Context: an optimization exercise on an open-source flow, tuned for small area, a short achievable clock period and few clock cycles per item. The choices shown serve that exercise and are no tape-out recipe.
In this exercise RTL edits were held to simulation tests only and were not proved equivalent to the original.
Power is estimated from default activity; no workload was simulated.

## before
## rt_decoder
module rt_decoder #(
    parameter integer NB = 80
) (
    input  wire            clk,
    input  wire            rst,
    input  wire            in_valid,
    output wire            in_ready,
    input  wire [6:0]      in_len,
    input  wire [8*NB-1:0] in_buf,
    output reg             out_valid,
    input  wire            out_ready,
    output reg  [1:0]      out_status,       
    output reg  [6:0]      out_need,         
    output wire [7:0]      out_wmask,
    output reg  [15:0]     out_mosfet_temp,
    output reg  [15:0]     out_motor_temp,
    output reg  [15:0]     out_duty,
    output reg  [31:0]     out_erpm,
    output reg  [15:0]     out_vin,
    output reg  [31:0]     out_tach,
    output reg  [31:0]     out_tach_abs,
    output reg  [7:0]      out_fault
);
    localparam [1:0] ST_DECODED = 2'd0;
    localparam [1:0] ST_TRUNC   = 2'd1;
    localparam [1:0] ST_OTHER   = 2'd2;
    assign in_ready = ~out_valid | out_ready;
    wire take = in_valid & in_ready;
    wire hold = ~take;
    wire [16*30-1:0] hv;
    genvar g;
    generate
        for (g = 0; g < 30; g = g + 1) begin : hw
            assign hv[16*g +: 16] = {in_buf[8*(1+2*g) +: 8], in_buf[8*(2+2*g) +: 8]};
        end
    endgenerate
    wire [7:0]  cmd  = in_buf[7:0];
    wire        is32 = (cmd == 8'h32);
    wire        is04 = (cmd == 8'h04);
    wire        is33 = (cmd == 8'h33);
    wire [31:0] m    = {in_buf[8*1 +: 8], in_buf[8*2 +: 8], in_buf[8*3 +: 8], in_buf[8*4 +: 8]};
    localparam [15:0] HW2 = 16'b1111_1110_0110_1100;    
    function automatic [8:0] ohsum4(input [3:0] mm, input [3:0] w2, input integer n);
        integer b;
        begin
            ohsum4 = 9'd1;
            for (b = 0; b < n; b = b + 1)
                if (mm[b]) ohsum4 = w2[b] ? (ohsum4 << 2) : (ohsum4 << 1);
        end
    endfunction
    function automatic [31:0] conv(input [31:0] a, input [31:0] b);
        integer x, y;
        begin
            conv = 32'd0;
            for (x = 0; x < 32; x = x + 1)
                for (y = 0; y < 32 - x; y = y + 1)
                    conv[x + y] = conv[x + y] | (a[x] & b[y]);
        end
    endfunction
    function automatic [4:0] enc(input [31:0] a);
        integer x;
        begin
            enc = 5'd0;
  ...
Size: ~220 flip-flops, about 27000 sq um of cells after synthesis.
==> flow/config.mk <==
export PLATFORM = sky130hd
export DESIGN_NAME = rt_decoder
export DESIGN_NICKNAME = rt_decoder
export VERILOG_FILES = /design/flow/design.v
export SDC_FILE = /design/flow/constraint.sdc
export NUM_CORES = 4
export LEC_CHECK = 0
export CAP_MARGIN = 20
export CORE_MARGIN = 2
export CORE_UTILIZATION = 25
export PLACE_DENSITY = 0.33
export SETUP_SLACK_MARGIN = 5
export SLEW_MARGIN = 20
==> flow/constraint.sdc <==
create_clock -name core_clock -period 12.0 [get_ports {clk}]
set_input_delay 2.4000 -clock core_clock [delete_from_list [all_inputs] [get_ports {clk}]]
set_output_delay 2.4000 -clock core_clock [all_outputs]
set_load 0.01 [all_outputs]
standard.sh (not shown) runs the stock make flow with config.mk's settings and CLKGATE_MAP_FILE= SYNTH_SCRIPT=/design/flow/synth_recipe.tcl, a recipe that flattens the netlist after the stock synthesis.
==> flow/flow/run.sh <==
#!/bin/bash
# Standard ORFS layout (the standard.sh, standard synthesis) with the
# port buffers made of the smallest buffer instead of the default one.
set -o pipefail
bash standard.sh "BUFFER_PORTS_ARGS=-buffer_cell sky130_fd_sc_hd__buf_1" finish > flow_make.log 2>&1
Testbench counts of before, summed over its fixed seeds: cycles 12,008, items 12,000.
Input changes introduced in after (baseline for comparison: before):
--- a/flow/design.v
+++ b/flow/design.v
@@ -56,70 +56,55 @@
                 for (y = 0; y < 32 - x; y = y + 1)
                     conv[x + y] = conv[x + y] | (a[x] & b[y]);
         end
     endfunction
     function automatic [4:0] enc(input [31:0] a);
         integer x;
         begin
             enc = 5'd0;
             for (x = 0; x < 32; x = x + 1)
                 if (a[x]) enc = enc | x[4:0];
         end
     endfunction
-    function automatic [5:0] ohpop(input [4:0] b, input integer n);
-        integer x;
-        begin
-            ohpop = 6'd1;
-            for (x = 0; x < n; x = x + 1)
-                if (b[x]) ohpop = ohpop << 1;
-        end
-    endfunction
-    function automatic [31:0] dbl(input [15:0] c);
-        integer x;
-        begin
-            dbl = 32'd0;
-            for (x = 0; x < 16; x = x + 1)
-                dbl[2 * x] = c[x];
-        end
-    endfunction
-    wire [31:0] c01   = {26'd0, ohpop({3'd0, m[1:0]}, 2)};         
-    wire [31:0] c014  = {26'd0, ohpop({2'd0, m[4], m[1:0]}, 3)};   
-    wire [31:0] c1    = conv(c014, {26'd0, ohpop({3'd0, m[8:7]}, 2)});   
-    wire [31:0] c23   = {26'd0, ohpop({3'd0, m[3:2]}, 2)};
-    wire [31:0] c2356 = conv(c23, {26'd0, ohpop({3'd0, m[6:5]}, 2)});
-    wire [31:0] c2t   = conv(c2356, {26'd0, ohpop({1'd0, m[12:9]}, 4)});  
-    wire [31:0] c2a   = m[13] ? {c2t[30:0], 1'b0} : c2t;
-    wire [31:0] c2f   = conv(c2t, {26'd0, ohpop({2'd0, m[15:13]}, 3)});
-    wire [31:0] o_duty  = conv(c01,  dbl(c23[15:0]));
-    wire [31:0] o_erpm  = conv(c014, dbl(c23[15:0]));
-    wire [31:0] o_vin   = conv(c014, dbl(c2356[15:0]));
-    wire [31:0] o_tach  = conv(c1,   dbl(c2t[15:0]));
-    wire [31:0] o_tacha = conv(c1,   dbl(c2a[15:0]));
-    wire [31:0] o_fault = conv(c1,   dbl(c2f[15:0]));
     function automatic [3:0] gsum(input [3:0] mm, input [3:0] w2, input integer n);
         integer b;
         begin
             gsum = 4'd0;
             for (b = 0; b < n; b = b + 1)
                 if (mm[b]) gsum = gsum + (w2[b] ? 4'd2 : 4'd1);
         end
     endfunction
     wire [3:0] t0 = gsum(m[3:0],   HW2[3:0],   4);
     wire [3:0] t1 = gsum(m[7:4],   HW2[7:4],   4);
     wire [3:0] t2 = gsum(m[11:8],  HW2[11:8],  4);
     wire [3:0] t3 = gsum(m[15:12], HW2[15:12], 4);
+    wire [4:0] k_duty  = t0;
+    wire [4:0] k_erpm  = t0 + m[4];
+    wire [4:0] k_vin   = t0 + gsum({1'b0, m[6:4]}, HW2[7:4], 3);
+    wire [4:0] k_tach  = t0 + t1 + t2 + {m[12], 1'b0};
+    wire [4:0] k_tacha = t0 + t1 + t2 + gsum({2'b0, m[13:12]}, HW2[15:12], 2);
+    wire [4:0] k_fault = t0 + t1 + t2 + t3;
+    function automatic [31:0] oh(input [4:0] k);
+        oh = 32'd1 << k;
+    endfunction
+    wire [31:0] o_duty  = oh(k_duty);
+    wire [31:0] o_erpm  = oh(k_erpm);
+    wire [31:0] o_vin   = oh(k_vin);
+    wire [31:0] o_tach  = oh(k_tach);
+    wire [31:0] o_tacha = oh(k_tacha);
+    wire [31:0] o_fault = oh(k_fault);
     wire [2:0] P1 = t0[2:0];
     wire [3:0] P2 = t0 + t1;
     wire [4:0] P3 = t0 + t1 + t2;
-    wire [4:0] P4 = t0 + t1 + t2 + t3;
+    wire [4:0] P4 = k_fault;
     wire tk33 = take & ~is04 & ~is32;
     wire tk32 = take & is32;
     wire tk04 = take & is04;
     function automatic [15:0] sel16(input [31:0] ok, input integer jhi,
                                     input integer j32, input integer j04,
                                     input t33, input t32, input t04,
                                     input [16*30-1:0] h);
         integer j;
         reg s;
         begin
             sel16 = 16'd0;
             for (j = 0; j < 30; j = j + 1) begin
Findings:
Switching part of the total (higher): after
Total power of after exceeds that of before by more than half.
Compared with before, after shows final net count that has gone down by a few percent.
For the worst hold-check slack, after came in 0.019 ns higher than before did.
Diff after and before: synthesized area higher in before
Number of gates resized after CTS: higher on after
On after: routed wire length is 37000 um lower than what before gave.
From before to after the numbers moved as follows: fraction of power consumed by sequential logic fell 6.5 points; shortest period the worst path allows saw a decrease; number of clock buffer instances in the layout dropped about 13%.
On cell area, after does better than before.
In after the sequential share of layout area turned out 0.75 points higher than in before.
A source of the critical timing path of in_buf[38] is what before shows, while L_q[1] belongs to after.
On via count, the higher figure sits with before, not after.
Total buffers and inverters traversed by the critical path delta for after relative to before: 2 higher
Testbench counts of after, summed over its fixed seeds: cycles 12,008, items 12,000.

==> re-timing with driven ports <==
Ports are ideal in the flow. The routed layouts listed here were re-timed in OpenROAD. Step 1 (the two cells are an assumption about what drives the block):
set clk [get_ports {clk}]
set_driving_cell -lib_cell sky130_fd_sc_hd__clkbuf_16 $clk
set_driving_cell -lib_cell sky130_fd_sc_hd__buf_2 [delete_from_list [all_inputs] $clk]
Step 2 times the ports against the registers' clock, not the clock port: input delays grow and output delays shrink by t, the midpoint of the rising clock arrivals with the driver on. a / b / c = ideal / step 1 / step 2; a / b = the first two.
run | t, ns | slack for setup (ns) | pins driven straight from the clock port
before | 0.722 | 4.926 / 4.988 / 4.266 | 1
after | 0.695 | 4.938 / 4.857 / 4.423 | 1
After both steps every run listed still meets setup and hold. The setup slack of before, which loses most, moves by +0.062 ns with the drivers and by -0.660 ns with both steps.
